Source: an optimization exercise on an open RTL-to-GDS flow (aim: small area, a short achievable clock period and few clock cycles per item). Production flows keep margins and buffers that such runs may drop. Function was checked by simulation only, so behaviour that the tests miss may differ from the original. Power is estimated from default activity; no workload was simulated.

`flow/design.v`:
```
module bm_select (
    input  wire        clk,
    input  wire        rst,
    input  wire [11:0] cfg_dmin,
    input  wire [31:0] cfg_tex,
    input  wire [31:0] cfg_uniq,
    input  wire        cfg_sp,
    input  wire        s_valid,
    output wire        s_ready,
    input  wire [32:0] s_cost,
    input  wire        s_eval,
    input  wire        s_last,
    input  wire [32:0] s_text,
    output wire        m_valid,
    input  wire        m_ready,
    output wire [15:0] m_disp
);
    reg  [32:0] c_r;         
    reg         e_r, l_r, v_r;
    reg  [5:0]  k;           
    reg         pend;        
    reg         mv;
    reg         srdy;
    reg  [15:0] disp;
    reg         found;
    reg  [32:0] B;
    reg  [5:0]  p;
    reg         d2;          
    reg         hasF;
    reg  [32:0] F;
    reg         aok;
    reg  [35:0] A;           
    reg  [34:0] bS;          
    reg  [32:0] prev;
    reg         pe;
    reg         dvo;         
    reg  [2:0]  dst;         
    reg         ds;          
    reg  [2:0]  dn;          
    reg  [4:0]  q;
    reg  [31:0] U;           
    reg         uq_r;        
    reg         uok;         
    reg         rs;          
    reg  [42:0] acc;         
    reg         sat;         
    reg         mact;        
    reg  [4:0]  mi;          
    reg  [1:0]  dig;         
    reg  [11:0] dmin_r;
    reg         sp_r;
    reg         t_gt, t_eq, t_ge;
    assign s_ready = srdy;
    assign m_valid = mv;
    assign m_disp  = disp;
    function automatic lt33(input [32:0] a, input [32:0] b);
        integer i;
        reg r;
        begin
            r = 1'b0;
            for (i = 0; i < 33; i = i + 1)
                r = (~a[i] & b[i]) | (~a[i] & r) | (b[i] & r);
            lt33 = r;
        end
    endfunction
    function automatic ltt(input [32:0] a, input [32:0] b);
        integer i, w;
        reg [32:0] l, e;
        begin
            l = ~a & b;
            e = ~(a ^ b);
            for (w = 1; w < 33; w = w * 2)
                for (i = 0; i + w < 33; i = i + 2 * w) begin
                    l[i] = l[i + w] | (e[i + w] & l[i]);
                    e[i] = e[i + w] & e[i];
                end
            ltt = l[0];
        end
    endfunction
    wire        fire = s_valid && srdy;
    wire        proc = v_r;
    wire [32:0] c    = c_r;
    wire        k0   = (k == 6'd0);
    wire        fnd  = found && !k0;
    wire        nb   = e_r && (!fnd || lt33(c, B));
    wire        isb  = fnd && !nb && !d2;
    wire        fupd = fnd && !nb && d2 && e_r && (!hasF || lt33(c, F));
    wire        a_lt_f = lt33(A[32:0], F);
    wire        dstart = isb && e_r && aok && sp_r;
    wire mdone   = !rs && !mact;
    wire ovf     = sat || (acc[42:40] != 3'd0);    
    wire ddone   = (dst == 3'd0) && !ds;
    wire bg_done = (!found || !hasF || uok) && (!dvo || ddone);
    wire fin     = pend && bg_done && !mv;
    reg  [5:0] k_n;
    reg        pend_n, mv_n, found_n, d2_n, hasF_n, aok_n, pe_n, dvo_n, rs_n;
    reg  [2:0] dst_n;
    reg        ds_n;
    reg  [2:0] dn_n;
    reg        mact_n;
    wire [32:0] V     = {1'b0, U} + 33'd100;
    wire [33:0] Vx    = {1'b0, V};
    wire [4:0] mstart = V[32]           ? 5'd16 :
                        |V[31:24]       ? 5'd15 :
                        |V[23:16]       ? 5'd11 :
                        |V[15:8]        ? 5'd7  : 5'd3;
    always @* begin
        k_n = k; pend_n = pend; found_n = found; d2_n = d2; hasF_n = hasF;
        aok_n = aok; pe_n = pe; dvo_n = dvo; rs_n = 1'b0; mact_n = mact;
        dst_n = {1'b0, dst[2:1]}; ds_n = ds; dn_n = dn;
        mv_n = fin || (mv && !m_ready);
        if (proc && l_r)    pend_n = 1'b1;
        else if (fin)       pend_n = 1'b0;
        if (rs)                 mact_n = 1'b1;
        else if (mi == 5'd0 || ovf) mact_n = 1'b0;
        if (dst[0]) begin
            ds_n = 1'b1;
            dn_n = 3'd5;
        end else if (ds) begin
            dn_n = dn - 3'd1;
            if (dn == 3'd1) ds_n = 1'b0;
        end
        if (proc) begin
            k_n  = l_r ? 6'd0 : k + 6'd1;
            pe_n = e_r;
            if (nb) begin
                found_n = 1'b1;
                d2_n    = 1'b0;
                hasF_n  = fnd && (d2 || hasF || aok);
                aok_n   = pe && !k0;
                dvo_n   = 1'b0;
                dst_n   = 3'd0;
                ds_n    = 1'b0;
                rs_n    = 1'b1;
            end else begin
                if (k0) begin
                    found_n = 1'b0;
                    hasF_n  = 1'b0;
                    aok_n   = 1'b0;
                    dvo_n   = 1'b0;
                    dst_n   = 3'd0;
                    ds_n    = 1'b0;
                end
                if (fnd)  d2_n   = 1'b1;
                if (fupd) hasF_n = 1'b1;
                if (dstart) begin
                    dvo_n  = 1'b1;
                    dst_n  = 3'b100;
                    ds_n   = 1'b0;
                end
            end
        end
    end
    wire f_we      = proc && (nb ? (fnd && (d2 || (aok && (!hasF || a_lt_f)))) : fupd);
    wire uok_n     = !f_we && !rs && !mact;
    wire bg_done_n = (!found_n || !hasF_n || uok_n) && (!dvo_n || (dst_n == 3'd0 && !ds_n));
    wire srdy_n    = !(fire && s_last) && (!pend_n || (bg_done_n && !mv_n));
    wire [4:0]  mi_n = rs ? mstart : mi - 5'd1;
    wire        v_hi = dig[1];
    wire        v_lo = dig[0];
    wire [42:0] madd = {acc[40:0], 2'b00} + (v_hi ? {9'd0, B, 1'b0} : 43'd0)
                                         + (v_lo ? {10'd0, B} : 43'd0);
    wire [35:0] dx    = dst[2] ? A : ds ? {A[34:0], 1'b0} : {1'b0, bS};
    wire [35:0] dy    = dst[0] ? A : ds ? {1'b0, bS} : {3'b0, B};
    wire        dsub  = !(dst[0] || (ds && A[35]));
    wire [35:0] dsum  = dx + (dsub ? ~dy : dy) + {35'd0, dsub};
    wire        qb    = !dsum[35];
    wire [40:0] usum   = {2'b0, F, 6'd0} + {3'b0, F, 5'd0} + {6'b0, F, 2'd0} + {1'b0, ~acc[39:0]};
    wire        uq     = !hasF || (!ovf && uq_r);
    wire        tex_ok = t_gt || (t_eq && t_ge);
    wire        pre_ok = found && tex_ok;
    wire [5:0]  qm     = {1'b0, q} - 6'd15;
    wire [4:0]  off    = dvo ? qm[5:1] : 5'd0;
    wire [11:0] d_ok   = dmin_r + {6'd0, p} - {11'd0, off[4]};
    wire [11:0] d_bad  = dmin_r - 12'd1;
    wire [15:0] val_ok  = sp_r ? {d_ok, off[3:0]} : {{4{d_ok[11]}}, d_ok};
    wire [15:0] val_bad = sp_r ? {d_bad, 4'd0}    : {{4{d_bad[11]}}, d_bad};
    always @(posedge clk) begin
        if (rst) begin
            v_r   <= 1'b0;
            k     <= 6'd0;
            pend  <= 1'b0;
            mv    <= 1'b0;
            srdy  <= 1'b1;
            found <= 1'b0;
            d2    <= 1'b0;
            hasF  <= 1'b0;
            aok   <= 1'b0;
            pe    <= 1'b0;
            dvo   <= 1'b0;
            dst   <= 3'd0;
            ds    <= 1'b0;
            rs    <= 1'b0;
            mact  <= 1'b0;
            uok   <= 1'b0;
        end else begin
            v_r   <= fire;
            k     <= k_n;
            pend  <= pend_n;
            mv    <= mv_n;
            srdy  <= srdy_n;
            found <= found_n;
            d2    <= d2_n;
            hasF  <= hasF_n;
            aok   <= aok_n;
            pe    <= pe_n;
            dvo   <= dvo_n;
            dst   <= dst_n;
            ds    <= ds_n;
            dn    <= dn_n;
            rs    <= rs_n;
            mact  <= mact_n;
            uok   <= uok_n;
        end
    end
    always @(posedge clk) begin
        uq_r <= usum[40];
        if (fin)
            disp <= (pre_ok && uq) ? val_ok : val_bad;
        if (rs || mact) begin
            mi  <= mi_n;
            dig <= {Vx[{mi_n, 1'b1}], Vx[{mi_n, 1'b0}]};
        end
        if (rs) begin
            acc <= 43'd0;
            sat <= 1'b0;
        end else if (mact) begin
            acc <= madd;
            sat <= ovf;
        end
        if (proc && nb)
            A <= {3'b0, prev};
        else if (dst[2] || ds)
            A <= dsum;
        if (dst[1] || dst[0])
            bS <= dsum[34:0];
        else if (proc && fnd && !d2)
            bS <= {2'b0, c};
        if (ds)
            q <= {q[3:0], qb};
        c_r <= s_cost;
        e_r <= s_eval;
        l_r <= s_last;
        if (srdy) begin
            U      <= cfg_uniq;
            dmin_r <= cfg_dmin;
            sp_r   <= cfg_sp;
            t_gt   <= ltt({17'd0, cfg_tex[31:16]}, {16'd0, s_text[32:16]});
            t_eq   <= s_text[32:16] == {1'b0, cfg_tex[31:16]};
            t_ge   <= !ltt({17'd0, s_text[15:0]}, {17'd0, cfg_tex[15:0]});
        end
        if (proc) begin
            prev   <= c;
            if (nb) begin
                B <= c;
                p <= k;
                if (fnd && (d2 || (aok && (!hasF || a_lt_f))))
                    F <= d2 ? B : A[32:0];
            end else if (fupd)
                F <= c;
        end
    end
endmodule
```
`flow/standard.sh`:
```
#!/bin/bash
# synth_recipe.tcl (not shown) runs the flow's synth.tcl, then flattens the netlist and writes it again
# the make line also repeats each setting of config.mk as NAME=value (left out here)
make -C /OpenROAD-flow-scripts/flow DESIGN_CONFIG=/design/flow/config.mk WORK_HOME=/design/flow/orfs CLKGATE_MAP_FILE= SYNTH_SCRIPT=/design/flow/synth_recipe.tcl "${@:-finish}"
```
`flow/constraint.sdc`:
```
create_clock -name core_clock -period 12.0 [get_ports {clk}]
set_input_delay 2.4000 -clock core_clock [delete_from_list [all_inputs] [get_ports {clk}]]
set_output_delay 2.4000 -clock core_clock [all_outputs]
set_load 0.01 [all_outputs]
```
`flow/config.mk`:
```
export PLATFORM = sky130hd
export DESIGN_NAME = bm_select
export DESIGN_NICKNAME = bm_select
export VERILOG_FILES = /design/flow/design.v
export SDC_FILE = /design/flow/constraint.sdc
export NUM_CORES = 4
export LEC_CHECK = 0
export CAP_MARGIN = 20
export CORE_MARGIN = 2
export CORE_UTILIZATION = 65
export SLEW_MARGIN = 20
```
`flow/flow/run.sh`:
```
#!/bin/bash
# Standard layout, with the timing repair asked to reach a larger setup slack
# than the default, and plain buffers on the ports.
set -euo pipefail
bash standard.sh SETUP_SLACK_MARGIN=8 "BUFFER_PORTS_ARGS=-buffer_cell sky130_fd_sc_hd__buf_2" finish > standard_flow.log 2>&1
```
==> summary.md, run 1 <==
| Metric | Value |
|---|---|
| Status | `no timing/DRC/antenna violations` |
| Critical path origin | `dig[0]$_DFFE_PP_` |
| CP endpoint kind | `flop` |
| Die Ht | `205 um` |
| Synth Cell Area | `26200 um2` |
| Die ar. | `41900 um2` |
| Number of CTS-inserted buffers | `41` |
| Clock sink total | `358` |
| R2R Setup Slk | `8.04 ns` |
| Worst Tran Pin Value | `1.09 ns` |
| Wirelength, routed | `75200 um` |
| Core Box Area | `39700 um2` |
| Area grow syn2layout | `14.4%` |
| Final-report max-slew violation count | `0` |
| Initial antenna violation count | `1` |
| Nets | `3359` |
| GRT overflow | `0` |
| DR WL/cell | `21.5 um` |
| FFs w/ async S/R, synth | `0` |
| Share of layout cells above drive strength 1 | `0.141` |
| Final worst path period share | `0.330` |
| CTS tree | `yes` |
| Hold slack final | `0.479 ns` |
| Initial core utilization | `0.659` |
| Clk_skew | `0.0260 ns` |
| First-pass GRT wire length | `116000 um` |
| Syn Nets | `3169` |
| Crit Path Max Fanout | `4` |
| Final hold vios | `0` |
| Worst-path clk slew | `0.06 ns` |
| Hold path depth | `2` |
| Critical path type | `flop to flop` |
| Reg-to-Reg End | `acc[38]$_SDFFE_PP0P_` |
| Vias | `22200` |
| Peak supply drop | `0.117 mV` |
| Commonest cells after routing, fill and taps aside | `nand2_1, inv_1, edfxtp_1, buf_2, ha_1` |
| Most common cell after layout, fill and taps aside | `nand2_1` |
| CP max-delay cell | `edfxtp_1` |
| Post-route minimum period | `3.96 ns` |
| Root Driver | `clkbuf_16` |
| Crit path cell chain | `buf_12 -> nand2_4 -> fa_1 -> inv_1 -> ha_2 -> inv_2 -> fa_2 -> nor2b_4 -> o21a_1 -> o21ai_2 -> a21oi_2 -> o2111ai_4 -> a2111oi_4 -> o41a_1 -> buf_4 -> o211ai_1 -> xnor2_1 -> o22ai_1` |
| Buf/Inv on CP | `4` |
| Power density over cell area | `134 nW/um2` |
| Largest net degree at the start of global routing | `67` |
| Seq cells post-synth | `358` |
| Reg2reg path depth | `18` |
| Skew-Pair Late Insertion Delay | `0.58 ns` |
| Delay-heaviest family, CP | `compound AO/OA/AOI/OAI gates` |
| Levels on crit path | `18` |
| Max cap viols | `0` |
| DRC | `0` |
| GRT Overall Usage | `0.353` |
| Clk buf depth | `3` |
| Iter 0 DRT Violations | `2117` |
| Vias in the first global route | `21700` |
| Finished Cell Area | `29900 um2` |
| Yosys warnings | `1` |
| Num rows | `73` |
| Nature of the critical path startpoint | `flop` |
| Routed Antenna Nets | `0` |
| Hold Path Class | `flop to flop` |
| Port Buffers | `166` |
| Avg Synthesized Cell Area | `9.51 um2` |
| Sequential area share after synthesis | `0.370` |
| H-tree levels | `2` |
| Number of flops mapped to enable cells by yosys | `252` |
| Fill count | `2837` |
| Count of cell types in the netlist | `93` |
| Die X | `205 um` |
| Global placement routability congestion | `0.970` |
| Number of setup violations in the final report | `0` |
| Reg2reg start | `dig[0]$_DFFE_PP_` |
| Worst path max stage delay | `0.44 ns` |
| CP required | `12.39 ns` |
| DR vias/cell | `6.36` |
| DP Wirelength | `52400 um` |
| LEAKAGE | `12.2 nW` |
| I/O pin cnt | `167` |
| Dominant synthesized flop cell | `edfxtp_1` |
| Initial DRT Pass Iterations | `6` |
| Worst Setup EP | `acc[38]$_SDFFE_PP0P_` |
| RSZ-0062 raised after global routing | `true` |
| Dpl cell area | `27500 um2` |
| Fmax | `0.253 GHz` |
| Cell count after synthesis | `2750` |
| WP data arrival | `4.35 ns` |
| Slew headroom | `0.275` |
| Setup TNS | `0 ns` |
worst reg2reg max path: cells and delay by family, from the launching register on:
family | cells | cell delay (ns)
AOI/OAI and AO/OA | 8 | 1.53
adders and majority gates | 3 | 0.96
buffers and inverters | 4 | 0.46
DFF | 1 | 0.44
xor gates and xnor gates | 1 | 0.22
and+or+nand+nor | 2 | 0.18
how the worst min path moves through the flow:
stage / start / endpoint
floorplan: acc[41]$_SDFFE_PP0P_ / acc[41]$_SDFFE_PP0P_
global placement: acc[41]$_SDFFE_PP0P_ / acc[41]$_SDFFE_PP0P_
detailed placement: acc[41]$_SDFFE_PP0P_ / acc[41]$_SDFFE_PP0P_
CTS: acc[41]$_SDFFE_PP0P_ / acc[41]$_SDFFE_PP0P_
global route: acc[28]$_SDFFE_PP0P_ / acc[28]$_SDFFE_PP0P_
finish: acc[41]$_SDFFE_PP0P_ / acc[41]$_SDFFE_PP0P_
where the power goes:
| group | leakage [nW] | total (W) | internal, W | switching, W |
|---|---|---|---|---|
| Clock | 0.688 | 0.00131 | 0.000777 | 0.000533 |
| Combinational | 8.28 | 0.00119 | 0.000511 | 0.000677 |
| Sequential | 3.24 | 0.00150 | 0.00142 | 0.0000798 |
| Total | 12.2 | 0.00400 | 0.00271 | 0.00129 |
per-layer routing:
metal	track usage	routed length (um)	vias to the layer above	part of all wire
li1	-	-	10200	-
met1	0.476	30600	10600	0.41
met2	0.554	34100	1205	0.45
met3	0.0800	7670	212	0.10
met4	0.137	2890	4	0.038
met5	0	62	-	0.00082
cell type report:
cell class / instances / area, um2 / area share
Timing Repair Buffer: 240 / 1630 / 0.0546
Clock inverter: 16 / 171 / 0.00573
Antenna cell: 1 / 2.50 / 0.0000836
Sequential cell: 358 / 9710 / 0.324
Multi-Input combinational cell: 2005 / 15400 / 0.516
Clock buffer: 60 / 1220 / 0.0409
Tap cell: 525 / 657 / 0.0219
Inverter: 294 / 1100 / 0.0369
flip-flops by register name, summed over array words and instances, names as in the netlist, 2 cells and up:
register,flops
acc,43
A,36
bS,35
B,33
F,33
c_r,33
prev,33
U,32
disp,16
dmin_r,12
k,6
p,6
mi,5
q,5
dn,3
dst,3
dig,2
timing repair:
| item | CTS | global route |
|---|---|---|
| pin swaps | 10 | 28 |
| resized for setup | 45 | 71 |
| hold buffers | 0 | 0 |
| setup buffers | 29 | 21 |
| gates cloned | 3 | 1 |
| endpoints found under the setup margin | 135 | 100 |
cells by family (layout without fill, tap and decap cells):
kind of cell	after synthesis	after routing	share of synthesized area
simple gates	739	739	0.132
compound gates	684	684	0.170
buf+inv	387	610	0.0560
flops	358	358	0.370
fa+ha+maj	302	302	0.169
xor+xnor	142	142	0.0475
mux	138	138	0.0546
other cells	0	1	0
metrics by stage:
step / power [W] / instances / util / setup slack, ns
finish: 0.00400 / 3499 / 0.753 / 8.04
global placement: 0.00254 / 3368 / 0.693 / 7.00
CTS: 0.00391 / 3476 / 0.741 / 7.97
detailed placement: 0.00258 / 3368 / 0.693 / 6.95
floorplan: 0.00229 / 2750 / - / 8.01
global route: 0.00420 / 3498 / 0.753 / 7.89
synthesized netlist by cell type (33+ instances only):
cell | number | area share
o21a_1 | 34 | 0.0098
ha_1 | 174 | 0.083
nand3_1 | 43 | 0.0082
nor2_1 | 158 | 0.023
xnor2_1 | 105 | 0.035
fa_1 | 96 | 0.073
nand2_1 | 297 | 0.043
mux2i_1 | 101 | 0.039
o21ai_0 | 168 | 0.032
inv_1 | 292 | 0.042
a211oi_1 | 57 | 0.016
edfxtp_1 | 252 | 0.29
nor2b_1 | 42 | 0.010
dfxtp_1 | 106 | 0.081
a21o_1 | 61 | 0.018
nand2b_1 | 33 | 0.0079
clkbuf_1 | 76 | 0.011
a21oi_1 | 155 | 0.030
nor3_1 | 36 | 0.0069
xor2_1 | 37 | 0.012
Testbench counts, summed over its fixed seeds: cycles 52,880, pixels 1,280.
==> run 2, diff against run 1 <==
--- a/flow/config.mk
+++ b/flow/config.mk
@@ -8,4 +8,6 @@
 export CAP_MARGIN = 20
 export CORE_MARGIN = 2
 export CORE_UTILIZATION = 65
+export CTS_CLUSTER_DIAMETER = 80
+export CTS_CLUSTER_SIZE = 20
 export SLEW_MARGIN = 20
==> run 2 against run 1 <==
Critical path depth is 2 lower. First-iteration DRC count grew 8.7%. Critical path type unchanged. Cell count is 0.69% lower. Flip-flop and latch count is the same. Routed wire length down 0.56%. Via count barely moved. Sequential power hardly changed. Maximum frequency fell by 0.44%. Worst hold slack improved by 0.0031 ns. Sequential share of layout area is 0.50 points higher. Synthesized cell count stayed put. Critical endpoint unchanged.
==> summary.md, run 2 <==
| Metric | Value |
|---|---|
| Count of cell types in the netlist | `93 (unchanged)` |
| Hold path depth | `2 (unchanged)` |
| H-tree levels | `1 (-1)` |
| DRC | `0 (unchanged)` |
| Fin util | `0.742 (-0.0114)` |
| Proportion of netlist area held by the largest area contributor | `0.289 (unchanged)` |
| Reg-to-Reg End | `acc[38]$_SDFFE_PP0P_` |
| Delay-heaviest family, CP | `compound AO/OA/AOI/OAI gates` |
| Initial core utilization | `0.659 (unchanged)` |
| Reg2reg path depth | `16 (-2)` |
| Worst path max stage delay | `0.48 ns (+0.04 ns)` |
| Post-synth top area cell | `edfxtp_1` |
| Combinational Power Share | `0.332 (+0.035)` |
| Final-report max-slew violation count | `0 (unchanged)` |
| Reg2reg start | `dig[1]$_DFFE_PP_` |
| Num rows | `73 (unchanged)` |
| Main combinational cell family by area after synthesis | `compound AO/OA/AOI/OAI gates` |
| Max cap viols | `0 (unchanged)` |
| CTS tree | `yes` |
| Slew headroom | `0.283 (+0.00775)` |
| Final worst path period share | `0.331 (+0.00146)` |
| Fmax | `0.252 GHz (-0.44%)` |
| Clk_skew | `0.0220 ns (-0.00406 ns)` |
| Peak supply drop | `0.120 mV (+2.1%)` |
| CP required | `12.42 ns (+0.03 ns)` |
| Max reg flops | `43 (unchanged)` |
| Vias | `22200 (+0.036%)` |
| Worst-path clk slew | `0.08 ns (+0.02 ns)` |
| Most frequent cell after synthesis | `nand2_1` |
| Clk buf depth | `3 (unchanged)` |
| Crit Path Max Fanout | `5 (+1)` |
| Largest net degree at the start of global routing | `67 (unchanged)` |
| Top cells by count, synth | `nand2_1, inv_1, edfxtp_1` |
| Wirelength, routed | `74800 um (-0.56%)` |
| CP endpoint kind | `flop` |
| Power density over cell area | `123 nW/um2 (-8.2%)` |
| Cell count after synthesis | `2750 (unchanged)` |
| Finished Cell Area | `29500 um2 (-1.5%)` |
| Mux share of post-synthesis cell area | `0.0546 (unchanged)` |
| RSZ-0062 raised after global routing | `true` |
| Nature of the critical path startpoint | `flop` |
| WP data arrival | `4.40 ns (+0.05 ns)` |
| Routed Antenna Nets | `0 (unchanged)` |
| Vias in the first global route | `21400 (-1.2%)` |
| Hold Path Sink | `acc[41]$_SDFFE_PP0P_` |
| Sequential share of power | `0.415 (+0.039)` |
| Worst Tran Pin Value | `1.08 ns (-0.0116 ns)` |
| Die X | `205 um (unchanged)` |
| Hold slack final | `0.482 ns (+0.00312 ns)` |
| Xor and xnor area share after synthesis | `0.0475 (unchanged)` |
| I/O pin cnt | `167 (unchanged)` |
| Clock sink total | `358 (unchanged)` |
| Hold path startpoint | `acc[41]$_SDFFE_PP0P_` |
| Buf/Inv on CP | `3 (-1)` |
| Number of CTS-inserted buffers | `25 (-39%)` |
| Area grow syn2layout | `12.6%` |
| Post-Synth Adder-Cell Area | `0.169 (unchanged)` |
| Die Ht | `205 um (unchanged)` |
| Simple-gate area share of the yosys netlist | `0.132 (unchanged)` |
| Dominant synthesized flop cell | `edfxtp_1` |
| Commonest cells after routing, fill and taps aside | `nand2_1, inv_1, edfxtp_1, buf_2, ha_1` |
| Nets | `3349 (-0.30%)` |
| Share of layout cells above drive strength 1 | `0.138 (-0.00283)` |
| Setup TNS | `0 ns (unchanged)` |
| Clock power share | `0.253 (-0.074)` |
| R2R Setup Slk | `8.03 ns (-0.02 ns)` |
| Initial antenna violation count | `1 (unchanged)` |
| Sw Ratio | `0.340 (+0.0179)` |
| Core Box Area | `39700 um2 (unchanged)` |
| Top Registers | `acc: 43 flops, A: 36 flops, bS: 35 flops` |
| Die ar. | `41900 um2 (unchanged)` |
| CP max-delay cell | `edfxtp_1` |
| Skew-Pair Late Insertion Delay | `0.58 ns (about the same)` |
| DR vias/cell | `6.40 (+0.73%)` |
| Worst slack at placement | `6.95 ns (unchanged)` |
| Critical path type | `flop to flop` |
| Number of setup violations in the final report | `0 (unchanged)` |
| First-pass GRT wire length | `115000 um (-0.97%)` |
| Internal power | `0.00239 W (-12%)` |
| Syn Nets | `3169 (unchanged)` |
| Yosys warnings | `1 (unchanged)` |
| Number of flops mapped to enable cells by yosys | `252 (unchanged)` |
| LEAKAGE | `12.0 nW (-1.8%)` |
| Dpl cell area | `27500 um2 (unchanged)` |
| FFs w/ async S/R, synth | `0 (unchanged)` |
| DR WL/cell | `21.5 um (+0.13%)` |
| Switch Pwr | `0.00123 W (-4.6%)` |
| Synth area leaders | `edfxtp_1, ha_1, dfxtp_1, fa_1, nand2_1` |
| DP Wirelength | `52400 um (unchanged)` |
| Status | `no timing/DRC/antenna violations` |
| Sequential area share after synthesis | `0.370 (unchanged)` |
| Compound-Gate Fraction of Synth Area | `0.170 (unchanged)` |
| Register with the most flip-flops | `acc` |
| GRT overflow | `0 (unchanged)` |
| Avg Synthesized Cell Area | `9.51 um2 (unchanged)` |
| Crit path cell chain | `buf_12 -> buf_4 -> nand2_1 -> fa_2 -> fa_2 -> nor2b_4 -> o21a_1 -> o21ai_2 -> a21oi_2 -> o2111ai_4 -> a2111oi_4 -> o41a_1 -> buf_4 -> o211ai_1 -> xnor2_1 -> o22ai_1` |
| GRT Overall Usage | `0.348 (-0.00468)` |
| Most common cell after layout, fill and taps aside | `nand2_1` |
| Post-route minimum period | `3.97 ns (+0.0175 ns)` |
| Iter 0 DRT Violations | `2301 (+8.7%)` |
| Final WS setup | `8.03 ns (-0.0175 ns)` |
| Seq cells post-synth | `358 (unchanged)` |
| Hold Path Class | `flop to flop` |
| Initial DRT Pass Iterations | `6 (unchanged)` |
| Global placement routability congestion | `0.970 (unchanged)` |
| Root Driver | `clkbuf_16` |
| Synth Cell Area | `26200 um2 (unchanged)` |
| Final hold vios | `0 (unchanged)` |
| Port Buffers | `166 (unchanged)` |
[run 2: worst max path at each step]
stage	start	endpoint	slack, ns	cells past startpoint
floorplan	s_text[1]	t_ge$_DFFE_PP_	8.01	12
global placement	ds$_SDFF_PP0_	bS[30]$_DFFE_PP_	7.00	15
detailed placement	ds$_SDFF_PP0_	A[28]$_DFFE_PP_	6.95	15
CTS	dig[1]$_DFFE_PP_	acc[40]$_SDFFE_PP0P_	7.95	18
global route	dig[1]$_DFFE_PP_	acc[36]$_SDFFE_PP0P_	7.88	18
finish	dig[1]$_DFFE_PP_	acc[38]$_SDFFE_PP0P_	8.03	16
[run 2: per-layer routing]
layer / up-vias / global-route usage / routed length (um)
li1: 10200 / - / -
met1: 10600 / 0.481 / 30300
met2: 1256 / 0.552 / 33900
met3: 199 / 0.0627 / 7610
met4: 2 / 0.122 / 2910
met5: - / 0 / 11
[run 2: layout make-up]
class / count / area (um2)
Timing Repair Buffer: 246 / 1720
Sequential cell: 358 / 9710
Multi-Input combinational cell: 2005 / 15500
Clock inverter: 10 / 114
Clock buffer: 34 / 702
Inverter: 294 / 1100
Antenna cell: 3 / 7.51
Tap cell: 525 / 657
Fill cell: 2923 / 10300
[run 2: metrics by stage]
step | instances | power, W
after global routing | 3472 | 0.00380
after detailed placement | 3368 | 0.00258
after floorplan | 2750 | 0.00229
after global placement | 3368 | 0.00254
after CTS | 3452 | 0.00352
final | 3475 | 0.00362
[run 2: power groups by stage]
stage	sequential [W]	combinational [W]	clock, W
global route	0.00151	0.00133	0.000961
floorplan	0.00150	0.000792	0
global placement	0.00152	0.00102	0
detailed placement	0.00152	0.00106	0
CTS	0.00150	0.00110	0.000919
finish	0.00150	0.00120	0.000915
[run 2: logic make-up after synthesis]
kind of cell / count (synthesis)
adders and majority gates: 302
DFF: 358
muxes: 138
buffers and inverters: 387
and+or+nand+nor: 739
xor gates and xnor gates: 142
AOI/OAI and AO/OA: 684
[run 2: tightest hold or removal path, stage by stage (launching register included)]
cell and delay [ns]:
dfxtp_1 0.33, nand2_1 0.05, o21ai_0 0.07
[run 2: what timing repair did]
action                                 4_1_cts  5_1_grt
pin swaps                                   17       39
resized for setup                           56       77
setup endpoints to repair                  143       96
hold buffers                                 0        0
endpoints found under the hold margin        0        0
gates cloned                                 5        0
setup buffers                               35       20
==> run 3, diff against run 2 <==
--- a/flow/config.mk
+++ b/flow/config.mk
@@ -7,7 +7,8 @@
 export LEC_CHECK = 0
 export CAP_MARGIN = 20
 export CORE_MARGIN = 2
-export CORE_UTILIZATION = 65
+export CORE_UTILIZATION = 70
 export CTS_CLUSTER_DIAMETER = 80
 export CTS_CLUSTER_SIZE = 20
+export PLACE_DENSITY = 0.7
 export SLEW_MARGIN = 20
==> run 3 against run 2 <==
Maximum frequency fell by 0.55%. Final area fell by 1.5%. Non-clock buffer count fell by 24. Register-to-register slack got worse by 0.02 ns. Synthesized cell count did not move. Still clean. Largest cell class unchanged. Highest routed layer is now met4. Power fell by 2.0%.
==> summary.md, run 3 <==
| Metric | Value |
|---|---|
| Status | `no timing/DRC/antenna violations` |
| CTS tree | `yes` |
| Crit path cell chain | `nor2b_1 -> a2111oi_0 -> o211ai_1 -> a221oi_1 -> o21ai_0 -> o211ai_1 -> a21oi_4 -> nor2_4 -> buf_16 -> mux2_1` |
| Clk buf depth | `3 (unchanged)` |
| Seq cells post-synth | `358 (unchanged)` |
| Levels on crit path | `10 (-6)` |
| Ant diodes | `0 (-3)` |
| Top Registers | `acc: 43 flops, A: 36 flops, bS: 35 flops` |
| Buf/Inv on CP | `1 (-2)` |
| Core Box Area | `36700 um2 (-7.6%)` |
| Dominant synthesized flop cell | `edfxtp_1` |
| Register with the most flip-flops | `acc` |
| Top cells by count, synth | `nand2_1, inv_1, edfxtp_1` |
| Delay-heaviest family, CP | `compound AO/OA/AOI/OAI gates` |
| Nets | `3325 (-0.72%)` |
| Internal power | `0.00233 W (-2.3%)` |
| Vias in the first global route | `21500 (+0.63%)` |
| CP endpoint kind | `flop` |
| Clock power share | `0.250 (-0.003)` |
| Final Power | `0.00354 W (-2.0%)` |
| FFs w/ async S/R, synth | `0 (unchanged)` |
| Avg Synthesized Cell Area | `9.51 um2 (unchanged)` |
| CP required | `12.31 ns (-0.11 ns)` |
| Routed Antenna Nets | `0 (unchanged)` |
| LEAKAGE | `11.8 nW (-1.3%)` |
| Synth Cell Area | `26200 um2 (unchanged)` |
| Peak supply drop | `0.154 mV (+29%)` |
| Sequential area share after synthesis | `0.370 (unchanged)` |
| Most frequent cell after synthesis | `nand2_1` |
| Reg2reg path depth | `10 (-6)` |
| Number of flops mapped to enable cells by yosys | `252 (unchanged)` |
| Number of CTS-inserted buffers | `25 (unchanged)` |
| Cell count after synthesis | `2750 (unchanged)` |
| Switch Pwr | `0.00121 W (-1.4%)` |
| Final-report max-slew violation count | `0 (unchanged)` |
| Final worst path period share | `0.333 (+0.00183)` |
| Number of setup violations in the final report | `0 (unchanged)` |
| Die X | `197 um (-3.6%)` |
| DR WL/cell | `21.4 um (-0.58%)` |
| Area grow syn2layout | `11.0%` |
| Clock sink total | `358 (unchanged)` |
| Port Buffers | `166 (unchanged)` |
| DR vias/cell | `6.55 (+2.2%)` |
| DRC | `0 (unchanged)` |
| Root Driver | `clkbuf_16` |
| Synth area leaders | `edfxtp_1, ha_1, dfxtp_1, fa_1, nand2_1` |
| Area of the multi-input gates | `15400 um2 (-0.56%)` |
| Setup TNS | `0 ns (unchanged)` |
| Register area | `9710 um2 (about the same)` |
| Syn Nets | `3169 (unchanged)` |
| Dpl cell area | `27400 um2 (-0.32%)` |
| Sw Ratio | `0.342 (+0.00211)` |
| Global placement routability congestion | `0.970 (about the same)` |
| Power density over cell area | `122 nW/um2 (-0.53%)` |
| Initial DRT Pass Iterations | `8 (+2)` |
| Worst path max stage delay | `0.54 ns (+0.06 ns)` |
| CP max-delay cell | `a2111oi_0` |
| Fill count | `2456 (-16%)` |
| Die Ht | `197 um (-3.6%)` |
| Share of layout cells above drive strength 1 | `0.124 (-0.0143)` |
| GRT Overall Usage | `0.362 (+0.0138)` |
| GRT overflow | `0 (unchanged)` |
| Yosys warnings | `1 (unchanged)` |
| Fmax | `0.250 GHz (-0.55%)` |
| Wirelength, routed | `72600 um (-3.0%)` |
| WP data arrival | `4.31 ns (-0.09 ns)` |
| Clk_skew | `0.0216 ns (-0.000398 ns)` |
| Max cap viols | `0 (unchanged)` |
| DP Wirelength | `51300 um (-2.1%)` |
| Skew-Pair Late Insertion Delay | `0.57 ns (about the same)` |
| Critical path type | `flop to flop` |
| Most common cell after layout, fill and taps aside | `nand2_1` |
| Iter 0 DRT Violations | `2347 (+2.0%)` |
| Largest net degree at the start of global routing | `71 (+6.0%)` |
| Max reg flops | `43 (unchanged)` |
| Combinational Power Share | `0.328 (-0.004)` |
| Finished Cell Area | `29000 um2 (-1.5%)` |
| Initial core utilization | `0.713 (+0.0544)` |
| Vias | `22200 (-0.24%)` |
| Commonest cells after routing, fill and taps aside | `nand2_1, inv_1, edfxtp_1, ha_1, buf_2` |
| Post-synth top area cell | `edfxtp_1` |
| First-pass GRT wire length | `112000 um (-2.8%)` |
| Count of cell types in the netlist | `93 (unchanged)` |
| Sequential share of power | `0.423 (+0.008)` |
| Die ar. | `38900 um2 (-7.0%)` |
| Final hold vios | `0 (unchanged)` |
| Worst Tran Pin Value | `1.15 ns (+0.0763 ns)` |
| RSZ-0062 raised after global routing | `true` |
| Nature of the critical path startpoint | `flop` |
| Fin util | `0.791 (+0.0496)` |
| Slew headroom | `0.232 (-0.0509)` |
| H-tree levels | `1 (unchanged)` |
| I/O pin cnt | `167 (unchanged)` |
| Post-route minimum period | `4.00 ns (+0.0220 ns)` |
| Proportion of netlist area held by the largest area contributor | `0.289 (unchanged)` |
| Initial antenna violation count | `0 (-1)` |
| Hold path depth | `2 (unchanged)` |
| Hold Path Class | `flop to flop` |
| Worst-path clk slew | `0.09 ns (about the same)` |
| Cell mode on critical path | `o211ai_1` |
| Num rows | `70 (-4.1%)` |
| Crit Path Max Fanout | `70 (+65)` |
[run 3: cell count changes in the layout (fill, tap and decap cells not counted), sizes merged]
cell | before | now
bufbuf | 2 | 1
buf | 244 | 219
diode | 3 | 0
clkbuf | 34 | 35
clkinvlp | 0 | 1
[run 3: final timing paths]
check | start | end | slack (ns)
max | B[12]$_DFFE_PP_ | A[3]$_DFFE_PP_ | 8.00
min | acc[41]$_SDFFE_PP0P_ | acc[41]$_SDFFE_PP0P_ | 0.46
max reg2reg | B[12]$_DFFE_PP_ | A[3]$_DFFE_PP_ | 8.00
min reg2reg | acc[41]$_SDFFE_PP0P_ | acc[41]$_SDFFE_PP0P_ | 0.46
[run 3: cell type report]
| class | count | area share |
|---|---|---|
| Multi-Input combinational cell | 2005 | 0.529 |
| Sequential cell | 358 | 0.334 |
| Timing Repair Buffer | 222 | 0.0514 |
| Inverter | 294 | 0.0380 |
| Clock buffer | 33 | 0.0226 |
| Tap cell | 468 | 0.0202 |
| Clock inverter | 11 | 0.00414 |
[run 3: worst reg2reg max path: stages (launching register included)]
cell	delay, ns
edfxtp_1	0.48
nor2b_1	0.12
a2111oi_0	0.54
o211ai_1	0.16
a221oi_1	0.38
o21ai_0	0.33
o211ai_1	0.27
a21oi_4	0.17
nor2_4	0.43
buf_16	0.40
mux2_1	0.48
[run 3: cells by family (layout without fill, tap and decap cells)]
kind of cell    after synthesis  in the layout  share of synthesized area
simple gates                739            739                      0.132
fa+ha+maj                   302            302                      0.169
compound gates              684            684                      0.170
flops                       358            358                      0.370
buf+inv                     387            560                     0.0560
mux                         138            138                     0.0546
xor+xnor                    142            142                     0.0475
[run 3: repair_timing]
action                     4_1_cts  5_1_grt
setup endpoints to repair      131      116
buffers inserted                14       21
resized for setup               43       61
pin swaps                        6       21
hold buffers                     0        0
gates cloned                     2        2
[run 3: power by group through the flow]
stage                     logic (W)  registers, W  clock network, W
after global placement      0.00101       0.00152                 0
after floorplan            0.000792       0.00150                 0
after global routing        0.00128       0.00151          0.000928
final                       0.00116       0.00150          0.000885
after detailed placement    0.00105       0.00152                 0
after CTS                   0.00108       0.00150          0.000887
[run 3: stage by stage]
step	hold slack, ns	cells	setup slack [ns]
global route	0.510	3391	7.83
detailed placement	0.446	3308	7.27
floorplan	0.426	2750	8.01
finish	0.461	3391	8.00
CTS	0.464	3368	8.01
global placement	0.443	3308	7.34
[run 3: per-layer routing]
| layer | share of wire | vias up | wire length (um) | track usage |
|---|---|---|---|---|
| met2 | 0.45 | 1279 | 33000 | 0.575 |
| met3 | 0.11 | 180 | 8220 | 0.0734 |
| met1 | 0.40 | 10600 | 29100 | 0.495 |
| met5 | 0 | - | 0 | 0 |
| li1 | - | 10100 | - | - |
| met4 | 0.032 | 0 | 2310 | 0.131 |
==> run 4, diff against run 3 <==
--- a/flow/config.mk
+++ b/flow/config.mk
@@ -5,10 +5,10 @@
 export SDC_FILE = /design/flow/constraint.sdc
 export NUM_CORES = 4
 export LEC_CHECK = 0
-export CAP_MARGIN = 20
+export CAP_MARGIN = 5
 export CORE_MARGIN = 2
 export CORE_UTILIZATION = 70
 export CTS_CLUSTER_DIAMETER = 80
 export CTS_CLUSTER_SIZE = 20
 export PLACE_DENSITY = 0.7
-export SLEW_MARGIN = 20
+export SLEW_MARGIN = 5
==> run 4 against run 3 <==
Global-route usage stayed put. Register-to-register slack hardly changed. Still clean on timing, DRC and antenna. Sequential power hardly changed. Worst hold slack stayed put. Final area stayed put. Clock-buffer cell count stayed put. Power stayed put. Synthesized cell count stayed put. Clock skew stayed put. First-iteration DRC count stayed put. Flip-flop and latch count stayed put. Largest power group unchanged. Cell count stayed put.
==> summary.md, run 4 <==
| Metric | Value |
|---|---|
| Gr busiest metal | `met2` |
| Yosys warnings | `1 (unchanged)` |
| Worst-path clk slew | `0.09 ns (about the same)` |
| DRC | `0 (unchanged)` |
| Global placement routability congestion | `0.970 (unchanged)` |
| Register area | `9710 um2 (unchanged)` |
| Sequential area share after synthesis | `0.370 (unchanged)` |
| Iter 0 DRT Violations | `2347 (unchanged)` |
| Max reg flops | `43 (unchanged)` |
| Synth Cell Area | `26200 um2 (unchanged)` |
| Routed Antenna Nets | `0 (unchanged)` |
| Num rows | `70 (unchanged)` |
| # hold bufs at CTS | `0 (unchanged)` |
| FFs w/ async S/R, synth | `0 (unchanged)` |
| M3 GR Usage | `0.0734 (unchanged)` |
| Max cap viols | `0 (unchanged)` |
| Worst Tran Pin Value | `1.15 ns (unchanged)` |
| Final hold vios | `0 (unchanged)` |
| WP data arrival | `4.31 ns (about the same)` |
| Finished Cell Area | `29000 um2 (unchanged)` |
| M1 GR Usage | `0.495 (unchanged)` |
| Setup TNS | `0 ns (unchanged)` |
| GRT overflow | `0 (unchanged)` |
| Dpl cell area | `27400 um2 (unchanged)` |
| DR vias/cell | `6.55 (unchanged)` |
| DP Wirelength | `51300 um (unchanged)` |
| Share of layout cells above drive strength 1 | `0.124 (unchanged)` |
| Status | `no timing/DRC/antenna violations` |
| Power density over cell area | `122 nW/um2 (unchanged)` |
| RSZ-0062 raised after global routing | `true` |
| Area of the multi-input gates | `15400 um2 (unchanged)` |
| Top Registers | `acc: 43 flops, A: 36 flops, bS: 35 flops` |
| Die Ht | `197 um (unchanged)` |
| Top cells by count, synth | `nand2_1, inv_1, edfxtp_1` |
| Mux share of post-synthesis cell area | `0.0546 (unchanged)` |
| Simple-gate area share of the yosys netlist | `0.132 (unchanged)` |
| Die ar. | `38900 um2 (unchanged)` |
| Fin cells | `3391 (unchanged)` |
| Clock sink total | `358 (unchanged)` |
| CP endpoint kind | `flop` |
| Final-report max-slew violation count | `0 (unchanged)` |
| Synth area leaders | `edfxtp_1, ha_1, dfxtp_1, fa_1, nand2_1` |
| Port Buffers | `166 (unchanged)` |
| Nature of the critical path startpoint | `flop` |
| Number of CTS-inserted buffers | `25 (unchanged)` |
| CP required | `12.31 ns (about the same)` |
| Clk buf depth | `3 (unchanged)` |
| DR WL/cell | `21.4 um (unchanged)` |
| Nets | `3325 (unchanged)` |
| Initial core utilization | `0.713 (unchanged)` |
| Cell count after synthesis | `2750 (unchanged)` |
| GRT Overall Usage | `0.362 (unchanged)` |
| CTS tree | `yes` |
| Main combinational cell family by area after synthesis | `compound AO/OA/AOI/OAI gates` |
| Final worst path period share | `0.333 (unchanged)` |
| First-pass GRT wire length | `112000 um (unchanged)` |
| Number of setup violations in the final report | `0 (unchanged)` |
| Most frequent cell after synthesis | `nand2_1` |
| Number of flops mapped to enable cells by yosys | `252 (unchanged)` |
| Syn Nets | `3169 (unchanged)` |
| Fin util | `0.791 (unchanged)` |
| Core Box Area | `36700 um2 (unchanged)` |
| I/O pin cnt | `167 (unchanged)` |
| Area grow syn2layout | `11.0% (unchanged)` |
| H-tree levels | `1 (unchanged)` |
| Post-synth top area cell | `edfxtp_1` |
| Fill count | `2456 (unchanged)` |
| Vias | `22200 (unchanged)` |
| Xor and xnor area share after synthesis | `0.0475 (unchanged)` |
| Initial antenna violation count | `0 (unchanged)` |
| Final Power | `0.00354 W (unchanged)` |
| Post-route minimum period | `4.00 ns (unchanged)` |
| Avg Synthesized Cell Area | `9.51 um2 (unchanged)` |
| Register with the most flip-flops | `acc` |
| Slew headroom | `0.232 (unchanged)` |
| Wirelength, routed | `72600 um (unchanged)` |
| Met2 Usage GRT | `0.575 (unchanged)` |
| Post-Synth Adder-Cell Area | `0.169 (unchanged)` |
| Crit Path Max Fanout | `70 (unchanged)` |
| Skew-Pair Late Insertion Delay | `0.57 ns (about the same)` |
| Root Driver | `clkbuf_16` |
| Die X | `197 um (unchanged)` |
| Most common cell after layout, fill and taps aside | `nand2_1` |
| Placed Cells | `3308 (unchanged)` |
| Largest net degree at the start of global routing | `71 (unchanged)` |
| Commonest cells after routing, fill and taps aside | `nand2_1, inv_1, edfxtp_1, ha_1, buf_2` |
| Compound-Gate Fraction of Synth Area | `0.170 (unchanged)` |
| Critical path type | `flop to flop` |
| LEAKAGE | `11.8 nW (unchanged)` |
| Hold Path Class | `flop to flop` |
| Count of cell types in the netlist | `93 (unchanged)` |
| Ant diodes | `0 (unchanged)` |
| Fmax | `0.250 GHz (unchanged)` |
| Peak supply drop | `0.154 mV (unchanged)` |
| Seq cells post-synth | `358 (unchanged)` |
| Initial DRT Pass Iterations | `8 (unchanged)` |
| Dominant synthesized flop cell | `edfxtp_1` |
| Proportion of netlist area held by the largest area contributor | `0.289 (unchanged)` |
| Vias in the first global route | `21500 (unchanged)` |
| Clk_skew | `0.0216 ns (unchanged)` |
run 4: cell families (layout without fill, tap and decap cells):
group,Yosys count,in the layout
compound gates,684,684
flops,358,358
buf+inv,387,560
xor+xnor,142,142
mux,138,138
simple gates,739,739
fa+ha+maj,302,302
run 4: critical path, stage by stage, from the launching register on:
cell       delay [ns]
edfxtp_1         0.48
nor2b_1          0.12
a2111oi_0        0.54
o211ai_1         0.16
a221oi_1         0.38
o21ai_0          0.33
o211ai_1         0.27
a21oi_4          0.17
nor2_4           0.42
buf_16           0.39
mux2_1           0.38
run 4: stage by stage:
step,hold slack [ns],setup slack [ns]
2_1_floorplan,0.426,8.01
3_3_place_gp,0.443,7.34
3_5_place_dp,0.446,7.27
4_1_cts,0.464,8.01
5_1_grt,0.510,7.83
6_report,0.461,8.00
run 4: worst paths after layout:
check | start | end | slack [ns] | cells after the start
worst max-delay path | B[12]$_DFFE_PP_ | A[3]$_DFFE_PP_ | 8.00 | 10
worst min-delay path | acc[41]$_SDFFE_PP0P_ | acc[41]$_SDFFE_PP0P_ | 0.46 | 2
worst max register to register | B[12]$_DFFE_PP_ | A[3]$_DFFE_PP_ | 8.00 | 10
worst min register to register | acc[41]$_SDFFE_PP0P_ | acc[41]$_SDFFE_PP0P_ | 0.46 | 2
run 4: cell type report:
type / instances / share of cell area
Tap cell: 468 / 0.0202
Multi-Input combinational cell: 2005 / 0.529
Timing Repair Buffer: 222 / 0.0514
Clock buffer: 33 / 0.0226
Inverter: 294 / 0.0380
Sequential cell: 358 / 0.334
Clock inverter: 11 / 0.00414
run 4: power breakdown:
part | switching [W] | leakage, nW | total, W | internal (W)
logic | 0.000670 | 8.21 | 0.00116 | 0.000491
clock network | 0.000465 | 0.376 | 0.000885 | 0.000420
registers | 0.0000779 | 3.24 | 0.00150 | 0.00142
run 4: what timing repair did:
action / in CTS / in global routing
pin swaps: 6 / 21
setup endpoints to repair: 131 / 116
resized for setup: 43 / 61
setup buffers: 14 / 21
gates cloned: 2 / 2
endpoints found under the hold margin: 0 / 0
run 4: per-layer routing:
metal,up-vias,share of wire
li1,10100,-
met1,10600,0.40
met2,1279,0.45
met3,180,0.11
met4,0,0.032
met5,-,0
==> run 5, diff against run 4 <==
==> flow/config.mk (replaced) <==
export PLATFORM = sky130hd
export DESIGN_NAME = bm_select
export DESIGN_NICKNAME = bm_select
export VERILOG_FILES = /design/flow/design.v
export SDC_FILE = /design/flow/constraint.sdc
export NUM_CORES = 4
export LEC_CHECK = 0
export CAP_MARGIN = 20
export CORE_MARGIN = 2
export CORE_UTILIZATION = 70
export CTS_CLUSTER_DIAMETER = 90
export CTS_CLUSTER_SIZE = 24
export PLACE_DENSITY = 0.7
export SLEW_MARGIN = 20
==> run 5 against run 4 <==
Sequential power about the same. Power decreased by 2.6%. Register-to-register slack about the same. Final area decreased by 0.44%. Critical endpoint is now A[1]$_DFFE_PP_. Largest cell class unchanged.
==> summary.md, run 5 <==
| Metric | Value |
|---|---|
| Status | `no timing/DRC/antenna violations` |
| Fin util | `0.788 (-0.00351)` |
| Slew headroom | `0.295 (+0.0627)` |
| Clock sink total | `358 (unchanged)` |
| Dominant synthesized flop cell | `edfxtp_1` |
| Most common cell after layout, fill and taps aside | `nand2_1` |
| Reg-to-Reg End | `A[1]$_DFFE_PP_` |
| Top Registers | `acc: 43 flops, A: 36 flops, bS: 35 flops` |
| DRC | `0 (unchanged)` |
| Routed Antenna Nets | `0 (unchanged)` |
| Worst slack at placement | `7.27 ns (unchanged)` |
| Worst Setup EP | `A[1]$_DFFE_PP_` |
| Crit path cell chain | `nor2b_1 -> a2111oi_0 -> o211ai_1 -> a221oi_1 -> o21ai_0 -> o211ai_1 -> a21oi_4 -> nor2_4 -> buf_16 -> mux2_1` |
| Final WS setup | `8.01 ns (+0.00794 ns)` |
| Crit Path Max Fanout | `70 (unchanged)` |
| Final hold vios | `0 (unchanged)` |
| Area grow syn2layout | `10.5%` |
| Switch Pwr | `0.00118 W (-2.7%)` |
| Core Box Area | `36700 um2 (unchanged)` |
| # hold bufs at CTS | `0 (unchanged)` |
| LEAKAGE | `11.8 nW (-0.64%)` |
| Final Power | `0.00345 W (-2.6%)` |
| Die Ht | `197 um (unchanged)` |
| Root Driver | `clkbuf_16` |
| CP max-delay cell | `a2111oi_0` |
| Sw Ratio | `0.342 (-0.000344)` |
| Post-synth top area cell | `edfxtp_1` |
| First-pass GRT wire length | `113000 um (+0.90%)` |
| Critical path origin | `B[12]$_DFFE_PP_` |
| H-tree levels | `1 (unchanged)` |
| Reg2reg path depth | `10 (unchanged)` |
| Critical path type | `flop to flop` |
| Final-report max-slew violation count | `0 (unchanged)` |
| Nets | `3315 (-0.30%)` |
| Sequential share of power | `0.434 (+0.011)` |
| Worst Tran Pin Value | `1.06 ns (-0.0941 ns)` |
| GRT overflow | `0 (unchanged)` |
| Wirelength, routed | `72400 um (-0.20%)` |
| Global placement routability congestion | `0.970 (unchanged)` |
| Hold slack final | `0.468 ns (+0.00774 ns)` |
| Cell count after synthesis | `2750 (unchanged)` |
| DR WL/cell | `21.5 um (+0.24%)` |
| Reg2reg start | `B[12]$_DFFE_PP_` |
| Share of layout cells above drive strength 1 | `0.122 (-0.00245)` |
| Synth Cell Area | `26200 um2 (unchanged)` |
| Cell mode on critical path | `o211ai_1` |
| Fill count | `2466 (+0.41%)` |
| Worst path max stage delay | `0.54 ns (about the same)` |
| Worst-path clk slew | `0.09 ns (about the same)` |
| Initial core utilization | `0.713 (unchanged)` |
| Yosys warnings | `1 (unchanged)` |
| Clk buf depth | `3 (unchanged)` |
| Max cap viols | `0 (unchanged)` |
| Seq cells post-synth | `358 (unchanged)` |
| Register with the most flip-flops | `acc` |
| Synth area leaders | `edfxtp_1, ha_1, dfxtp_1, fa_1, nand2_1` |
| Peak supply drop | `0.150 mV (-2.3%)` |
| GRT Overall Usage | `0.365 (+0.00345)` |
| Vias | `22100 (-0.38%)` |
| Hold Path Class | `flop to flop` |
| Commonest cells after routing, fill and taps aside | `nand2_1, inv_1, edfxtp_1, ha_1, buf_2` |
| Clock power share | `0.234 (-0.016)` |
| Largest net degree at the start of global routing | `71 (unchanged)` |
| R2R Setup Slk | `8.01 ns (about the same)` |
| Port Buffers | `166 (unchanged)` |
| DR vias/cell | `6.55 (about the same)` |
| Number of CTS-inserted buffers | `20 (-20%)` |
| Initial DRT Pass Iterations | `7 (-1)` |
| Top cells by count, synth | `nand2_1, inv_1, edfxtp_1` |
| Fmax | `0.251 GHz (+0.20%)` |
| Sequential area share after synthesis | `0.370 (unchanged)` |
| FFs w/ async S/R, synth | `0 (unchanged)` |
| Nature of the critical path startpoint | `flop` |
| Ant diodes | `0 (unchanged)` |
| CP endpoint kind | `flop` |
| Iter 0 DRT Violations | `2435 (+3.7%)` |
| Number of flops mapped to enable cells by yosys | `252 (unchanged)` |
| I/O pin cnt | `167 (unchanged)` |
| Clk_skew | `0.0226 ns (+0.000986 ns)` |
| Combinational Power Share | `0.332 (+0.004)` |
| Num rows | `70 (unchanged)` |
| Skew-Pair Late Insertion Delay | `0.57 ns (about the same)` |
| Initial antenna violation count | `1 (+1)` |
| CP required | `12.30 ns (about the same)` |
| Power density over cell area | `119 nW/um2 (-2.2%)` |
| Die X | `197 um (unchanged)` |
| Count of cell types in the netlist | `93 (unchanged)` |
| Vias in the first global route | `21600 (+0.39%)` |
| Internal power | `0.00227 W (-2.6%)` |
| Avg Synthesized Cell Area | `9.51 um2 (unchanged)` |
| Proportion of netlist area held by the largest area contributor | `0.289 (unchanged)` |
| WP data arrival | `4.29 ns (-0.02 ns)` |
| Number of setup violations in the final report | `0 (unchanged)` |
| DP Wirelength | `51300 um (unchanged)` |
| Syn Nets | `3169 (unchanged)` |
| Setup TNS | `0 ns (unchanged)` |
| Max reg flops | `43 (unchanged)` |
| CTS tree | `yes` |
| Post-route minimum period | `3.99 ns (-0.00794 ns)` |
| Most frequent cell after synthesis | `nand2_1` |
| Final worst path period share | `0.332 (-0.000662)` |
| RSZ-0062 raised after global routing | `true` |
| Die ar. | `38900 um2 (unchanged)` |
-- run 5: cell counts after synthesis --
Identical to the previous run, type by type.
-- run 5: worst max-delay path, delay by kind of cell, from the launching register on --
kind	cells	cell delay, ns
compound gates	6	1.83
simple gates	2	0.54
flops	1	0.47
buf+inv	1	0.40
mux	1	0.39
-- run 5: cells by family after synthesis --
group                      synth area share
buffers and inverters                0.0560
and+or+nand+nor                       0.132
adders and majority gates             0.169
DFF                                   0.370
AOI/OAI and AO/OA                     0.170
muxes                                0.0546
xor gates and xnor gates             0.0475
-- run 5: through the flow --
| stage | cell area (um2) | std cells |
|---|---|---|
| floorplan | 26200 | 2750 |
| global placement | 27400 | 3308 |
| detailed placement | 27400 | 3308 |
| CTS | 28500 | 3358 |
| global route | 28900 | 3376 |
| finish | 28900 | 3376 |
-- run 5: worst min path at each step --
| stage | startpoint | end | slack, ns | depth (start not counted) |
|---|---|---|---|---|
| 6_report | acc[41]$_SDFFE_PP0P_ | acc[41]$_SDFFE_PP0P_ | 0.47 | 2 |
| 3_5_place_dp | acc[41]$_SDFFE_PP0P_ | acc[41]$_SDFFE_PP0P_ | 0.45 | 2 |
| 5_1_grt | acc[0]$_SDFFE_PP0P_ | acc[0]$_SDFFE_PP0P_ | 0.50 | 2 |
| 2_1_floorplan | acc[41]$_SDFFE_PP0P_ | acc[41]$_SDFFE_PP0P_ | 0.43 | 2 |
| 3_3_place_gp | acc[41]$_SDFFE_PP0P_ | acc[41]$_SDFFE_PP0P_ | 0.44 | 2 |
| 4_1_cts | acc[41]$_SDFFE_PP0P_ | acc[41]$_SDFFE_PP0P_ | 0.47 | 2 |
-- run 5: layout make-up --
cell class                      count  area (um2)  share of cell area
Clock buffer                       27         569              0.0197
Timing Repair Buffer              217        1480              0.0512
Tap cell                          468         586              0.0203
Multi-Input combinational cell   2005       15400               0.532
Sequential cell                   358        9710               0.336
Inverter                          294        1100              0.0382
Clock inverter                      7        88.8             0.00307
-- run 5: per-layer routing --
| metal | routed length (um) | GRT usage |
|---|---|---|
| met5 | 0 | 0 |
| met4 | 2430 | 0.131 |
| met3 | 8440 | 0.0804 |
| met2 | 33000 | 0.582 |
| met1 | 28600 | 0.495 |
-- run 5: what timing repair did --
| item | 4_1_cts | 5_1_grt |
|---|---|---|
| buffers inserted | 13 | 16 |
| gates resized for setup | 48 | 56 |
| pin swaps | 7 | 13 |
| endpoints found under the setup margin | 133 | 106 |
| cloned | 3 | 2 |
-- run 5: power groups by stage --
stage / sequential (W) / clock [W] / combinational, W
finish: 0.00150 / 0.000806 / 0.00115
global route: 0.00151 / 0.000846 / 0.00128
CTS: 0.00149 / 0.000808 / 0.00108
detailed placement: 0.00152 / 0 / 0.00105
global placement: 0.00152 / 0 / 0.00101
floorplan: 0.00150 / 0 / 0.000792
==> run 6, diff against run 5 <==
--- a/flow/config.mk
+++ b/flow/config.mk
@@ -7,8 +7,8 @@
 export LEC_CHECK = 0
 export CAP_MARGIN = 20
 export CORE_MARGIN = 2
-export CORE_UTILIZATION = 70
+export CORE_UTILIZATION = 72
 export CTS_CLUSTER_DIAMETER = 90
 export CTS_CLUSTER_SIZE = 24
-export PLACE_DENSITY = 0.7
+export PLACE_DENSITY = 0.72
 export SLEW_MARGIN = 20
==> run 6 against run 5 <==
Worst hold slack better by 0.0061 ns. First-iteration DRC count is 16% higher. Via count is 2.6% higher. Sequential power hardly changed. Final area is 0.99% higher. Flip-flop and latch count stayed put. Clock power is 8.6% lower. Die area is 2.7% lower. Synthesized cell count stayed put. Maximum frequency is 1.8% lower. Routed wire length is 6.8% higher. Core utilization is 3.1 points higher. Critical endpoint is now acc[29]$_SDFFE_PP0P_. Highest routed layer unchanged.
==> summary.md, run 6 <==
| Metric | Value |
|---|---|
| Crit Path Max Fanout | `6 (-91%)` |
| Nature of the critical path startpoint | `flop` |
| Top cells by count, synth | `nand2_1, inv_1, edfxtp_1` |
| CP required | `12.43 ns (+0.13 ns)` |
| Final worst path period share | `0.339 (+0.00625)` |
| Critical path type | `flop to flop` |
| Fill count | `2200 (-11%)` |
| DR WL/cell | `22.8 um (+6.1%)` |
| Most frequent cell after synthesis | `nand2_1` |
| Core Box Area | `35700 um2 (-2.8%)` |
| Max reg flops | `43 (unchanged)` |
| Share of layout cells above drive strength 1 | `0.135 (+0.0128)` |
| Final hold vios | `0 (unchanged)` |
| Initial core utilization | `0.734 (+0.0208)` |
| FFs w/ async S/R, synth | `0 (unchanged)` |
| Post-synth top area cell | `edfxtp_1` |
| DP Wirelength | `53100 um (+3.6%)` |
| Top Registers | `acc: 43 flops, A: 36 flops, bS: 35 flops` |
| Iter 0 DRT Violations | `2835 (+16%)` |
| Initial DRT Pass Iterations | `6 (-1)` |
| Cell count after synthesis | `2750 (unchanged)` |
| RSZ-0062 raised after global routing | `true` |
| Proportion of netlist area held by the largest area contributor | `0.289 (unchanged)` |
| Hold Path Sink | `acc[23]$_SDFFE_PP0P_` |
| # hold bufs at CTS | `0 (unchanged)` |
| First-pass GRT wire length | `118000 um (+5.0%)` |
| GRT overflow | `0 (unchanged)` |
| Largest net degree at the start of global routing | `70 (-1.4%)` |
| Hold Path Class | `flop to flop` |
| Root Driver | `clkbuf_16` |
| DRC | `0 (unchanged)` |
| I/O pin cnt | `167 (unchanged)` |
| Hold path depth | `2 (unchanged)` |
| Reg2reg start | `dig[1]$_DFFE_PP_` |
| Cell mode on critical path | `buf_12` |
| Clock sink total | `358 (unchanged)` |
| Sequential area share after synthesis | `0.370 (unchanged)` |
| Reg-to-Reg End | `acc[29]$_SDFFE_PP0P_` |
| Most common cell after layout, fill and taps aside | `nand2_1` |
| Setup TNS | `0 ns (unchanged)` |
| Reg2reg path depth | `16 (+6)` |
| DR vias/cell | `6.68 (+1.9%)` |
| Skew-Pair Late Insertion Delay | `0.56 ns (about the same)` |
| Buf/Inv on CP | `3 (+2)` |
| Clk_skew | `0.0286 ns (+0.00601 ns)` |
| Crit path cell chain | `buf_12 -> buf_12 -> nand2_1 -> fa_1 -> inv_1 -> ha_1 -> a41oi_2 -> o21ai_0 -> a21oi_1 -> nor4b_4 -> a31oi_4 -> nor4_4 -> o21a_1 -> o21bai_1 -> mux2i_1 -> or2_2` |
| CTS tree | `yes` |
| Register with the most flip-flops | `acc` |
| Post-route minimum period | `4.06 ns (+0.0750 ns)` |
| Status | `no timing/DRC/antenna violations` |
| Initial antenna violation count | `2 (+1)` |
| Clk buf depth | `3 (unchanged)` |
| Wirelength, routed | `77400 um (+6.8%)` |
| Worst Tran Pin Value | `1.14 ns (+0.0848 ns)` |
| Delay-heaviest family, CP | `compound AO/OA/AOI/OAI gates` |
| LEAKAGE | `11.9 nW (+0.82%)` |
| H-tree levels | `1 (unchanged)` |
| Die ar. | `37900 um2 (-2.7%)` |
| R2R Setup Slk | `7.94 ns (-0.08 ns)` |
| Num rows | `69 (-1.4%)` |
| Final-report max-slew violation count | `0 (unchanged)` |
| Number of CTS-inserted buffers | `19 (-5.0%)` |
| Number of flops mapped to enable cells by yosys | `252 (unchanged)` |
| Power density over cell area | `120 nW/um2 (+0.16%)` |
| WP data arrival | `4.49 ns (+0.20 ns)` |
| Die X | `195 um (-1.4%)` |
| Max cap viols | `0 (unchanged)` |
| Vias in the first global route | `22000 (+2.0%)` |
| CP max-delay cell | `fa_1` |
| Critical path origin | `dig[1]$_DFFE_PP_` |
| Count of cell types in the netlist | `93 (unchanged)` |
| Fmax | `0.246 GHz (-1.8%)` |
| Hold slack final | `0.474 ns (+0.00613 ns)` |
| Worst path max stage delay | `0.53 ns (about the same)` |
| Nets | `3343 (+0.84%)` |
| Syn Nets | `3169 (unchanged)` |
| Vias | `22700 (+2.6%)` |
| Commonest cells after routing, fill and taps aside | `nand2_1, inv_1, edfxtp_1, buf_2, ha_1` |
| Routed Antenna Nets | `0 (unchanged)` |
| GRT Overall Usage | `0.392 (+0.0264)` |
| Global placement routability congestion | `0.958 (-1.3%)` |
| Worst-path clk slew | `0.10 ns (about the same)` |
| Seq cells post-synth | `358 (unchanged)` |
| Synth Cell Area | `26200 um2 (unchanged)` |
| Number of setup violations in the final report | `0 (unchanged)` |
| Synth area leaders | `edfxtp_1, ha_1, dfxtp_1, fa_1, nand2_1` |
| Slew headroom | `0.238 (-0.0565)` |
| CP endpoint kind | `flop` |
| Hold path startpoint | `acc[23]$_SDFFE_PP0P_` |
| Port Buffers | `166 (unchanged)` |
| Dominant synthesized flop cell | `edfxtp_1` |
| Peak supply drop | `0.148 mV (-1.3%)` |
| Area grow syn2layout | `11.6%` |
| Avg Synthesized Cell Area | `9.51 um2 (unchanged)` |
| Die Ht | `195 um (-1.4%)` |
| Yosys warnings | `1 (unchanged)` |
[run 6: cell counts after synthesis]
No cell type changed its count.
[run 6: where the power goes]
| part | switching (W) | leakage (nW) | internal, W |
|---|---|---|---|
| registers | 0.0000798 | 3.24 | 0.00142 |
| clock network | 0.000427 | 0.271 | 0.000310 |
| logic | 0.000728 | 8.34 | 0.000525 |
[run 6: cell type report]
type                    instances  area, um2  share of cell area
well taps                     461        577              0.0198
repair buffers                246       1750              0.0600
inverters                     294       1100              0.0378
diodes                          1       2.50           0.0000857
flip-flops and latches        358       9710               0.332
clock buffers                  29        523              0.0179
multi-input cells            2005      15500               0.531
clock inverters                 4       31.3             0.00107
[run 6: worst max-delay path by stage]
stage / to / slack (ns) / cells after the start
6_report: acc[29]$_SDFFE_PP0P_ / 7.94 / 16
5_1_grt: acc[29]$_SDFFE_PP0P_ / 7.86 / 16
4_1_cts: A[27]$_DFFE_PP_ / 7.99 / 11
3_5_place_dp: A[27]$_DFFE_PP_ / 7.18 / 11
3_3_place_gp: A[28]$_DFFE_PP_ / 7.42 / 11
2_1_floorplan: t_ge$_DFFE_PP_ / 8.01 / 12
[run 6: cell families (layout without fill, tap and decap cells)]
logic type                 after synthesis  after routing  share of synthesized area
xor gates and xnor gates               142            142                     0.0475
DFF                                    358            358                      0.370
muxes                                  138            138                     0.0546
buffers and inverters                  387            573                     0.0560
and+or+nand+nor                        739            739                      0.132
other                                    0              1                          0
adders and majority gates              302            302                      0.169
AOI/OAI and AO/OA                      684            684                      0.170
[run 6: worst reg2reg max path, stage by stage, from the launching register on]
cell,delay (ns)
edfxtp_1,0.42
buf_12,0.16
buf_12,0.14
nand2_1,0.10
fa_1,0.53
inv_1,0.05
ha_1,0.40
a41oi_2,0.23
o21ai_0,0.17
a21oi_1,0.25
nor4b_4,0.35
a31oi_4,0.17
nor4_4,0.33
o21a_1,0.21
o21bai_1,0.09
mux2i_1,0.12
or2_2,0.26
[run 6: metrics by stage]
| step | power, W | cells | utilization | setup slack [ns] | instance area, um2 |
|---|---|---|---|---|---|
| 2_1_floorplan | 0.00229 | 2750 | - | 8.01 | 26200 |
| 3_3_place_gp | 0.00253 | 3304 | 0.769 | 7.42 | 27400 |
| 3_5_place_dp | 0.00259 | 3304 | 0.769 | 7.18 | 27400 |
| 4_1_cts | 0.00334 | 3367 | 0.801 | 7.99 | 28600 |
| 5_1_grt | 0.00365 | 3398 | 0.819 | 7.86 | 29200 |
| 6_report | 0.00349 | 3398 | 0.819 | 7.94 | 29200 |
[run 6: repair_timing]
| item | CTS | global route |
|---|---|---|
| cloned | 4 | 2 |
| resized for setup | 48 | 84 |
| hold endpoints to repair | 0 | 0 |
| pin swaps | 8 | 35 |
| setup endpoints to repair | 126 | 95 |
| buffers inserted | 26 | 28 |
[run 6: layer usage]
layer,wire [um],vias to the layer above,GRT usage,part of all wire
li1,-,10100,-,-
met1,29500,10600,0.538,0.38
met2,34500,1629,0.614,0.45
met3,10300,270,0.0920,0.13
met4,3130,0,0.135,0.041
met5,0,-,0,0

what the ideal ports hide:
The results above use ideal ports. As a check the final layouts listed here were re-extracted and re-timed, cells and wires unchanged. Step 1 sets driving cells, clkbuf_16 on the clock port and buf_2 on the other inputs (assumed; they add their load-dependent delay and slew). Step 2, shift: input delay + t, output delay - t, t = (earliest + latest rising clock arrival at the registers) / 2. This alone moves slack from input paths to output paths. a / b / c = ideal / step 1 / step 2; a / b = the first two.
| run | t, ns | setup WS [ns] | worst data-port slew with drivers (ns) | cell pins on the clock port's net |
|---|---|---|---|---|
| run 1 | 0.609 | 8.044 / 8.042 / 7.792 | 0.06 | 1 |
| run 2 | 0.612 | 8.026 / 8.026 / 7.798 | 0.07 | 1 |
| run 3 | 0.601 | 8.004 / 8.004 / 7.790 | 0.05 | 1 |
| run 4 | 0.601 | 8.004 / 8.004 / 7.790 | 0.05 | 1 |
| run 5 | 0.603 | 8.012 / 8.012 / 7.785 | 0.05 | 1 |
| run 6 | 0.587 | 7.937 / 7.937 / 7.732 | 0.06 | 1 |
After both steps setup and hold are still met in every run listed. For run 1, which loses most, drivers alone change the setup slack by -0.002 ns; drivers and shift together by -0.252 ns.
